This design comes from an exercise in tuning for small area on the open sky130 flow, not from production work.
Only simulation tests tie the RTL to the original design; equivalence was not proved.
Power figures rest on the tool's default switching activity, not on a simulated workload.

Setup of TR:
==> flow/design.v <==
module si8900_fa (
    input  wire a,
    input  wire b,
    input  wire c,
    output wire s,
    output wire co
);
    assign s  = a ^ b ^ c;
    assign co = (a & b) | (a & c) | (b & c);
endmodule
module si8900_mx (
    input  wire a0,
    input  wire a1,
    input  wire s,
    output wire y
);
    assign y = s ? a1 : a0;
endmodule
module si8900_mxi (
    input  wire a0,
    input  wire a1,
    input  wire s,
    output wire y
);
    assign y = ~(s ? a1 : a0);
endmodule
module si8900_div5 (
    input  wire [7:0] r,
    input  wire [4:0] n,
    input  wire [7:0] d,
    output wire [4:0] q,
    output wire [7:0] ro
);
    wire [7:0] nd = ~d;
    wire [7:0] p [0:5];
    assign p[0] = r;
    assign ro   = p[5];
    genvar i, j;
    generate
        for (i = 0; i < 5; i = i + 1) begin : row
            wire [8:0] t;
            wire [8:0] c;
            wire [7:0] s;
            wire [7:0] dd = ((i % 2) == 0) ? nd : d;
            assign t = {p[i], ((i % 2) == 0) ? n[4-i] : ~n[4-i]};
            assign s[0] = t[0] ^ d[0];
            if ((i % 2) == 0) begin : pos
                assign c[1]   = t[0] | nd[0];
                assign q[4-i] = t[8] | c[8];
            end else begin : neg
                assign c[1]   = t[0] & d[0];
                assign q[4-i] = ~(t[8] & c[8]);
            end
            for (j = 1; j < 8; j = j + 1) begin : add
                si8900_fa u_fa (.a(t[j]), .b(dd[j]), .c(c[j]), .s(s[j]), .co(c[j+1]));
            end
            for (j = 0; j < 8; j = j + 1) begin : sel
                if (i < 4) begin : inv
                    si8900_mxi u_mx (.a0(t[j]), .a1(s[j]), .s(q[4-i]), .y(p[i+1][j]));
                end else begin : keep
                    si8900_mx u_mx (.a0(t[j]), .a1(s[j]), .s(q[4-i]), .y(p[i+1][j]));
                end
            end
        end
    endgenerate
endmodule
module si8900_core (
    input  wire        clk,
    input  wire        rst,              
    input  wire        op_start,
    input  wire [31:0] req,
    output wire        busy,
    output reg         done,
    output reg  [1:0]  status,
    output wire [7:0]  res_cmd,
    output reg  [15:0] res_word,
    output wire [7:0]  res_channel,
    output wire [15:0] res_value,
    output reg         res_failed,
    output reg         rx_conf,
    output reg         cf_conf,
    input  wire [23:0] pkt,
    input  wire        pkt_valid,
    input  wire        transmit_ready,
    input  wire        receive_ready,
    input  wire [7:0]  read_data,
    output wire        send_byte,
    output wire [7:0]  send_data,
    output wire        read_byte
);
    localparam [2:0] IDLE   = 3'b000,
                     OS     = 3'b001,
                     HS_RX  = 3'b010,
                     CT_RX  = 3'b011,
                     HS_TXM = 3'b100,
                     CT_TX  = 3'b101,
                     HS_TXA = 3'b110;
    localparam [1:0] ST_OK           = 2'd0,
                     ST_HS_TIMEOUT   = 2'd1,
                     ST_ECHO_TIMEOUT = 2'd2,
                     ST_ILLEGAL_OP   = 2'd3;
    reg  [2:0]  fsm;
    reg  [7:0]  nrem;      
    reg  [7:0]  cnt;       
    reg  [7:0]  cmd_lat;
    reg  [17:0] acc;       
    reg         lc_ff;     
    reg  [1:0]  lc;        
    reg         rc_hi;     
    reg  [3:0]  rc_mid;    
    reg         rc_lo;     
    reg         ch_ff;     
    reg  [1:0]  ch_lo;
    reg  [9:0]  val;
    assign res_cmd     = {rc_hi, rc_hi, rc_mid, 1'b0, rc_lo};
    assign res_channel = {{6{ch_ff}}, ch_lo};
    assign res_value   = {6'd0, val};
    wire [2:0] op = req[31:29];
    wire idle = (fsm == IDLE);
    wire tx_state = fsm[2];
    wire rx_state = (fsm[2:1] == 2'b01);
    wire os       = (fsm == OS);
    assign busy      = !idle;
    assign send_byte = !rst && tx_state && transmit_ready;
    assign read_byte = !rst && rx_state && receive_ready;
    assign send_data = fsm[0] ? cmd_lat : 8'hAA;
    wire waiting  = (tx_state && !transmit_ready) || (rx_state && !receive_ready);
    wire poll_end = (cnt[5:3] == 3'b111) && (cnt[1:0] == 2'b11);    
    wire hs_last  = acc[5] & acc[3];    
    wire ct_last  = acc[2] & acc[0];    
    wire rem_zero = &nrem;
    wire [7:0] dec_k      = idle ? req[7:0] : cmd_lat;
    wire       dec_failed = (pkt[23:16] != dec_k);
    wire [1:0] dec_ch     = pkt[13:12];
    wire [9:0] dec_val    = {pkt[11:9], pkt[8] | pkt[7], pkt[6:1]};
    wire os_step  = os && pkt_valid && !rem_zero;
    wire good     = os_step && !dec_failed;
    wire xfer     = !waiting && (fsm == HS_RX || fsm == CT_TX);
    wire cnt_clr  = idle || (!waiting && !os);
    wire        last  = os_step && (nrem == 8'hFE);
    wire [17:0] acc_sum;
    wire [7:0]  cnt_inc;
    wire [4:0]  half_q;
    wire [7:0]  half_r;
    si8900_div5 u_div (
        .r  (acc_sum[17:10]),
        .n  (last ? acc_sum[9:5] : acc_sum[4:0]),
        .d  (cnt_inc),
        .q  (half_q),
        .ro (half_r)
    );
    wire [9:0] mean = {acc[9:5], half_q};
    function [7:0] inc8(input [7:0] a, input ci);
        integer k;
        reg c;
        begin
            c = ci;
            for (k = 0; k < 8; k = k + 1) begin
                inc8[k] = a[k] ^ c;
                c = a[k] & c;
            end
        end
    endfunction
    function [7:0] dec8(input [7:0] a, input bi);
        integer k;
        reg b;
        begin
            b = bi;
            for (k = 0; k < 8; k = k + 1) begin
                dec8[k] = a[k] ^ b;
                b = ~a[k] & b;
            end
        end
    endfunction
    function [17:0] acc_add(input [17:0] a, input [9:0] v);
        integer k;
        reg c;
        begin
            c = 1'b0;
            for (k = 0; k < 18; k = k + 1) begin
                if (k < 10) begin
                    acc_add[k] = a[k] ^ v[k] ^ c;
                    c = (a[k] & v[k]) | (c & (a[k] ^ v[k]));
                end else begin
                    acc_add[k] = a[k] ^ c;
                    c = a[k] & c;
                end
            end
        end
    endfunction
    always @(posedge clk) begin
        if (rst) begin
            fsm        <= IDLE;
            done       <= 1'b0;
            status     <= ST_OK;
            rx_conf    <= 1'b0;
            cf_conf    <= 1'b0;
            rc_hi      <= 1'b0;
            rc_mid     <= 4'd0;
            rc_lo      <= 1'b0;
            res_word   <= 16'd0;
            ch_ff      <= 1'b0;
            ch_lo      <= 2'd0;
            val        <= 10'd0;
            res_failed <= 1'b0;
        end else begin
            done <= 1'b0;
            if (waiting) begin
                if (poll_end) begin
                    status <= fsm[0] ? ST_ECHO_TIMEOUT : ST_HS_TIMEOUT;
                    done   <= 1'b1;
                    fsm    <= IDLE;
                end
            end else begin
                case (fsm)
                    IDLE: if (op_start) begin
                        case (op)
                            3'd0: begin
                                rx_conf <= 1'b0;
                                cf_conf <= 1'b0;
                                fsm     <= HS_TXA;
                            end
                            3'd1: begin
                                rc_hi  <= 1'b1;
                                rc_mid <= req[28:25];
                                rc_lo  <= req[24];
                                status <= ST_OK;
                                done   <= 1'b1;
                            end
                            3'd2: fsm <= CT_TX;
                            3'd3: begin
                                ch_ff      <= dec_failed;
                                ch_lo      <= dec_failed ? 2'b11 : dec_ch;
                                val        <= dec_failed ? 10'h0FF : dec_val;
                                res_failed <= dec_failed;
                                status     <= ST_OK;
                                done       <= 1'b1;
                            end
                            3'd4: fsm <= OS;
                            3'd5: begin
                                res_word <= {req[0], req[1], req[2], req[3], req[4], req[5], req[6], req[7],
                                             req[8], req[9], req[10], req[11], req[12], req[13], req[14], req[15]};
                                status   <= ST_OK;
                                done     <= 1'b1;
                            end
                            default: begin
                                status <= ST_ILLEGAL_OP;
                                done   <= 1'b1;
                            end
                        endcase
                    end
                    HS_RX: begin
                        if (read_data == 8'h55) begin
                            cf_conf <= cf_conf | rx_conf;
                            rx_conf <= 1'b1;
                            fsm     <= HS_TXA;
                        end else begin
                            rx_conf <= 1'b0;
                            cf_conf <= 1'b0;
                            fsm     <= HS_TXM;
                        end
                    end
                    HS_TXM: fsm <= HS_TXA;
                    HS_TXA: begin
                        if (rx_conf && cf_conf) begin
                            status <= ST_OK;
                            done   <= 1'b1;
                            fsm    <= IDLE;
                        end else if (hs_last) begin
                            status <= ST_HS_TIMEOUT;
                            done   <= 1'b1;
                            fsm    <= IDLE;
                        end else begin
                            fsm <= HS_RX;
                        end
                    end
                    CT_TX: fsm <= CT_RX;
                    CT_RX: begin
                        if (read_data == cmd_lat) begin
                            status <= ST_OK;
                            done   <= 1'b1;
                            fsm    <= IDLE;
                        end else if (ct_last) begin
                            status <= ST_ECHO_TIMEOUT;
                            done   <= 1'b1;
                            fsm    <= IDLE;
                        end else begin
                            fsm <= CT_TX;
                        end
                    end
                    OS: if (rem_zero) begin
                        if (cnt == 8'd0) begin
                            ch_ff      <= 1'b1;
                            ch_lo      <= 2'b11;
                            val        <= 10'h0FF;
                            res_failed <= 1'b1;
                        end else begin
                            ch_ff      <= lc_ff;
                            ch_lo      <= lc_ff ? 2'b11 : lc;
                            val        <= mean;
                            res_failed <= 1'b0;
                        end
                        status <= ST_OK;
                        done   <= 1'b1;
                        fsm    <= IDLE;
                    end
                    default: fsm <= IDLE;
                endcase
            end
        end
    end
    assign cnt_inc = inc8(cnt, waiting || good);
    assign acc_sum = acc_add(acc, good ? dec_val : {9'd0, xfer});
    always @(posedge clk) begin
        if (idle)
            cmd_lat <= req[7:0];
        cnt <= cnt_clr ? 8'd0 : cnt_inc;
        acc <= idle ? 18'd0 : last ? {half_r, half_q, acc_sum[4:0]} : acc_sum;
        nrem <= idle ? ~req[23:16] : inc8(nrem, os_step);
        if (os_step) begin
            lc_ff <= dec_failed;
            lc    <= dec_ch;
        end
    end
endmodule
==> flow/config.mk <==
export PLATFORM = sky130hd
export DESIGN_NAME = si8900_core
export DESIGN_NICKNAME = si8900_core
export VERILOG_FILES = /design/flow/design.v
export SDC_FILE = /design/flow/constraint.sdc
export NUM_CORES = 4
export LEC_CHECK = 0
export CAP_MARGIN = 0
export CORE_MARGIN = 2
export CORE_UTILIZATION = 65
export CTS_BUF_LIST = sky130_fd_sc_hd__clkbuf_8
export SLEW_MARGIN = 0
export SYNTH_HIERARCHICAL = 1
==> flow/constraint.sdc <==
create_clock -name core_clock -period 50.0 [get_ports {clk}]
set_input_delay 10.0000 -clock core_clock [delete_from_list [all_inputs] [get_ports {clk}]]
set_output_delay 10.0000 -clock core_clock [all_outputs]
set_load 0.01 [all_outputs]
standard.sh (not shown) runs the stock make flow with config.mk's settings and CLKGATE_MAP_FILE= SYNTH_SCRIPT=/design/flow/synth_recipe.tcl, a recipe that flattens the netlist after the stock synthesis.
==> flow/flow/run.sh <==
#!/bin/bash
# Layout flow: the standard flow (standard.sh, unchanged synthesis),
# with the ports buffered by the smallest buffer and the synthesis buffers removed
# at floorplan; the constant outputs share one tie cell, and clock tree
# synthesis adds no dummy loads.
set -euo pipefail
export BUFFER_PORTS_ARGS="-buffer_cell sky130_fd_sc_hd__buf_1"
export REMOVE_ABC_BUFFERS=1
export SKIP_REPAIR_TIE_FANOUT=1
export CTS_ARGS="-sink_clustering_enable -repair_clock_nets -buf_list sky130_fd_sc_hd__clkbuf_8 -dont_use_dummy_load"
bash standard.sh finish > standard.log 2>&1
The final layout from TR, which completed every stage, passed the timing, design-rule and antenna checks at the end of the flow.
> inputs changed (TR -> JK)
-- flow/design.v --
<<< TR, line 9
    assign co = (a & b) | (a & c) | (b & c);
endmodule
module si8900_mx (
    input  wire a0,
    input  wire a1,
    input  wire s,
    output wire y
);
    assign y = s ? a1 : a0;
endmodule
module si8900_mxi (
>>> JK, line 9
    assign co = (a & b) | (a & c) | (b & c);
endmodule
module si8900_inv (
    input  wire a,
    output wire y
);
    assign y = ~a;
endmodule
module si8900_mxi (
<<< TR, line 59
                    si8900_mxi u_mx (.a0(t[j]), .a1(s[j]), .s(q[4-i]), .y(p[i+1][j]));
                end else begin : keep
                    si8900_mx u_mx (.a0(t[j]), .a1(s[j]), .s(q[4-i]), .y(p[i+1][j]));
                end
            end
>>> JK, line 57
                    si8900_mxi u_mx (.a0(t[j]), .a1(s[j]), .s(q[4-i]), .y(p[i+1][j]));
                end else begin : keep
                    wire ny;
                    si8900_mxi u_mx (.a0(t[j]), .a1(s[j]), .s(q[4-i]), .y(ny));
                    si8900_inv u_in (.a(ny), .y(p[i+1][j]));
                end
            end
[summary]
- TR → JK: shortest period the worst path allows now sits lower, met3 routed wirelength now sits higher, worst hold slack now sits lower, share of power burned in combinational logic now sits lower.
- Diff TR -> JK | met1 layer wirelength in the final routing | up by a few percent
- Of the two candidates, TR has the worse post-route total power and JK the better one.
- Against TR as the reference, JK delivers a higher relative area change from synthesis to final layout.

Setup of the baseline:
si8900_core, a different RTL version from the one above (not shown whole).
For scale: about 660 cells after synthesis, ~140 I/O pins, about 6800 um2 of cells after synthesis.
Settings: LEC_CHECK=0, CAP_MARGIN=20, CORE_MARGIN=2, CORE_UTILIZATION=40, CTS_BUF_LIST=sky130_fd_sc_hd__clkbuf_8, SLEW_MARGIN=20, SYNTH_HIERARCHICAL=1; clock period 50.0 ns.
==> flow/flow/run.sh <==
#!/bin/bash
# Layout flow: the standard flow (standard.sh, unchanged synthesis),
# with the ports buffered by the smallest buffer and the synthesis buffers removed
# at floorplan.
set -euo pipefail
export BUFFER_PORTS_ARGS="-buffer_cell sky130_fd_sc_hd__buf_1"
export REMOVE_ABC_BUFFERS=1
bash standard.sh finish > standard.log 2>&1
Here is what was changed in the inputs of the candidate compared with the baseline.
-- flow/design.v --
<<< the baseline, line 92
                     ST_ILLEGAL_OP   = 2'd3;
    reg  [2:0]  fsm;
    reg  [7:0]  nrem;      
    reg  [7:0]  cnt;       
    reg  [7:0]  cmd_lat;
>>> the candidate, line 92
                     ST_ILLEGAL_OP   = 2'd3;
    reg  [2:0]  fsm;
    reg  [7:0]  rem;       
    reg  [7:0]  cnt;       
    reg  [7:0]  cmd_lat;
<<< the baseline, line 120
    wire hs_last  = acc[5] & acc[3];    
    wire ct_last  = acc[2] & acc[0];    
    wire rem_zero = &nrem;
    wire [7:0] dec_k      = idle ? req[7:0] : cmd_lat;
    wire       dec_failed = (pkt[23:16] != dec_k);
>>> the candidate, line 120
    wire hs_last  = acc[5] & acc[3];    
    wire ct_last  = acc[2] & acc[0];    
    wire rem_zero = (rem == 8'd0);
    wire [7:0] dec_k      = idle ? req[7:0] : cmd_lat;
    wire       dec_failed = (pkt[23:16] != dec_k);
<<< the baseline, line 295
        cnt <= cnt_clr ? 8'd0 : inc8(cnt, waiting || good);
        acc <= idle ? 18'd0 : acc_add(acc, good ? dec_val : {9'd0, xfer});
        nrem <= idle ? ~req[23:16] : inc8(nrem, os_step);
        if (os_step) begin
            lc_ff <= dec_failed;
>>> the candidate, line 295
        cnt <= cnt_clr ? 8'd0 : inc8(cnt, waiting || good);
        acc <= idle ? 18'd0 : acc_add(acc, good ? dec_val : {9'd0, xfer});
        rem <= idle ? req[23:16] : dec8(rem, os_step);
        if (os_step) begin
            lc_ff <= dec_failed;
Notes after the runs:
On post-synthesis to final-layout area growth, the candidate and the baseline are basically level.
Layout net count for the candidate: 27 up relative to the baseline
The candidate vs the baseline, first-pass GRT wire length went down by about 7%.
The shortest period the worst path allows of the candidate was superior to that of the baseline.
On clock latency on the worst-skew pair, the candidate tracks the baseline almost exactly.
Sort the candidate and the baseline by final cell count, descending, and the candidate comes first.

== green ==
Another version of the RTL of si8900_core (not shown whole).
Size in the first run: roughly 640 cells after synthesis, roughly 88 flip-flops, about 140 I/O pins.
Settings: LEC_CHECK=0, CAP_MARGIN=0, CORE_MARGIN=2, CORE_UTILIZATION=65, CTS_BUF_LIST=sky130_fd_sc_hd__clkbuf_8, SLEW_MARGIN=0, SYNTH_HIERARCHICAL=1; clock period 50.0 ns.
==> flow/flow/run.sh <==
#!/bin/bash
# Layout flow: the standard flow (standard.sh, unchanged synthesis),
# with the ports buffered by the smallest buffer and the synthesis buffers removed
# at floorplan; the constant outputs share one tie cell, and clock tree
# synthesis adds no dummy loads.
set -euo pipefail
export BUFFER_PORTS_ARGS="-buffer_cell sky130_fd_sc_hd__buf_1"
export REMOVE_ABC_BUFFERS=1
export SKIP_REPAIR_TIE_FANOUT=1
export CTS_ARGS="-sink_clustering_enable -repair_clock_nets -buf_list sky130_fd_sc_hd__clkbuf_8 -dont_use_dummy_load"
bash standard.sh finish > standard.log 2>&1
Input changes introduced in purple (baseline for comparison: green):
--- a/flow/design.v
+++ b/flow/design.v
@@ -98,22 +98,22 @@
                      HS_TXA = 3'b111;
     localparam [1:0] ST_OK           = 2'd0,
                      ST_HS_TIMEOUT   = 2'd1,
                      ST_ECHO_TIMEOUT = 2'd2,
                      ST_ILLEGAL_OP   = 2'd3;
     reg  [2:0]  fsm;
     reg  [7:0]  nrem;      
     reg  [7:0]  cnt;       
     reg  [7:0]  cmd_lat;
     reg  [17:0] acc;       
-    reg         lc_ff;     
-    reg  [1:0]  lc;        
+    wire        lc_ff = cmd_lat[2];
+    wire [1:0]  lc    = cmd_lat[1:0];
     reg         rc_hi;     
     reg  [3:0]  rc_mid;    
     reg         rc_lo;     
     reg         ch_ff;     
     reg  [1:0]  ch_lo;
     reg  [9:0]  val;
     assign res_cmd     = {rc_hi, rc_hi, rc_mid, 1'b0, rc_lo};
     assign res_channel = {{6{ch_ff}}, ch_lo};
     assign res_value   = {6'd0, val};
     wire [2:0] op = req[31:29];
@@ -303,19 +303,17 @@
                     end
                 endcase
             end
         end
     end
     assign cnt_inc = inc8(cnt, waiting || good);
     assign acc_sum = acc_add(acc, good ? dec_val : {9'd0, xfer});
     always @(posedge clk) begin
         if (idle)
             cmd_lat <= req[7:0];
+        else if (last)
+            cmd_lat[2:0] <= {dec_failed, dec_ch};
         cnt <= cnt_clr ? 8'd0 : cnt_inc;
         acc <= idle ? 18'd0 : last ? {half_r, half_q, acc_sum[4:0]} : acc_sum;
         nrem <= idle ? ~req[23:16] : inc8(nrem, os_step);
-        if (os_step) begin
-            lc_ff <= dec_failed;
-            lc    <= dec_ch;
-        end
     end
 endmodule
Results
Core util | purple vs green | purple lower. Summary of the comparison: post-placement setup slack is lower in purple, relative to green. | routability-driven placement congestion ratio | higher: green |. [purple] share of cell area taken by multi-input logic gates fell 0.66 points relative to green. Re cell count of the worst hold path: green and purple aren't equal, and the lower value belongs to green. Proportion of power drawn by the clock network, green and purple, higher one = purple. Per the comparison of purple with green, post-synthesis to final-layout area growth held steady; aggregate global-route resource usage grew by 0.35 points; worst slack on hold paths shrank by 7.5 ps; highest cell delay on the worst timing path shrank by 180 ps; highest attainable clock frequency shrank by about 0.6%.

afterwards: timing with drivers on the ports:
How much do the figures lean on ideal ports? The routed layouts below were timed once more, with nothing changed but the port constraints. Step 1: set_driving_cell puts a clkbuf_16 on clk and a buf_2 on each other input, an assumption about the parent block. Step 2 adds t to the input delays and takes it off the output delays; t is the mean of the earliest and latest rising clock arrival at the registers after step 1. Input paths then give back, and output paths get back, about the clock's delay inside the block. Three values: ideal ports, drivers, drivers and shift; two values: the first two.
| run | shift t [ns] | setup WS [ns] | hold WS [ns] | worst register clock-pin slew, ns | pins driven straight from the clock port |
|---|---|---|---|---|---|
| TR | 0.373 | 17.019 / 17.030 / 16.657 | 0.501 / 0.501 / 0.501 | 0.09 / 0.09 | 1 |
| JK | 0.382 | 17.215 / 17.221 / 16.840 | 0.496 / 0.496 / 0.496 | 0.09 / 0.09 | 1 |
| the baseline | 0.399 | 16.390 / 16.390 / 16.390 | 0.473 / 0.473 / 0.473 | 0.11 / 0.11 | 1 |
| the candidate | 0.408 | 17.179 / 17.179 / 17.179 | 0.458 / 0.458 / 0.458 | 0.10 / 0.10 | 1 |
| green | 0.375 | 17.799 / 17.810 / 17.435 | 0.471 / 0.471 / 0.471 | 0.10 / 0.10 | 1 |
| purple | 0.376 | 17.612 / 17.621 / 17.245 | 0.464 / 0.464 / 0.464 | 0.10 / 0.10 | 1 |
After both steps every run listed still meets setup and hold. For JK, which loses most, drivers alone change the setup slack by +0.006 ns; drivers and shift together by -0.375 ns.
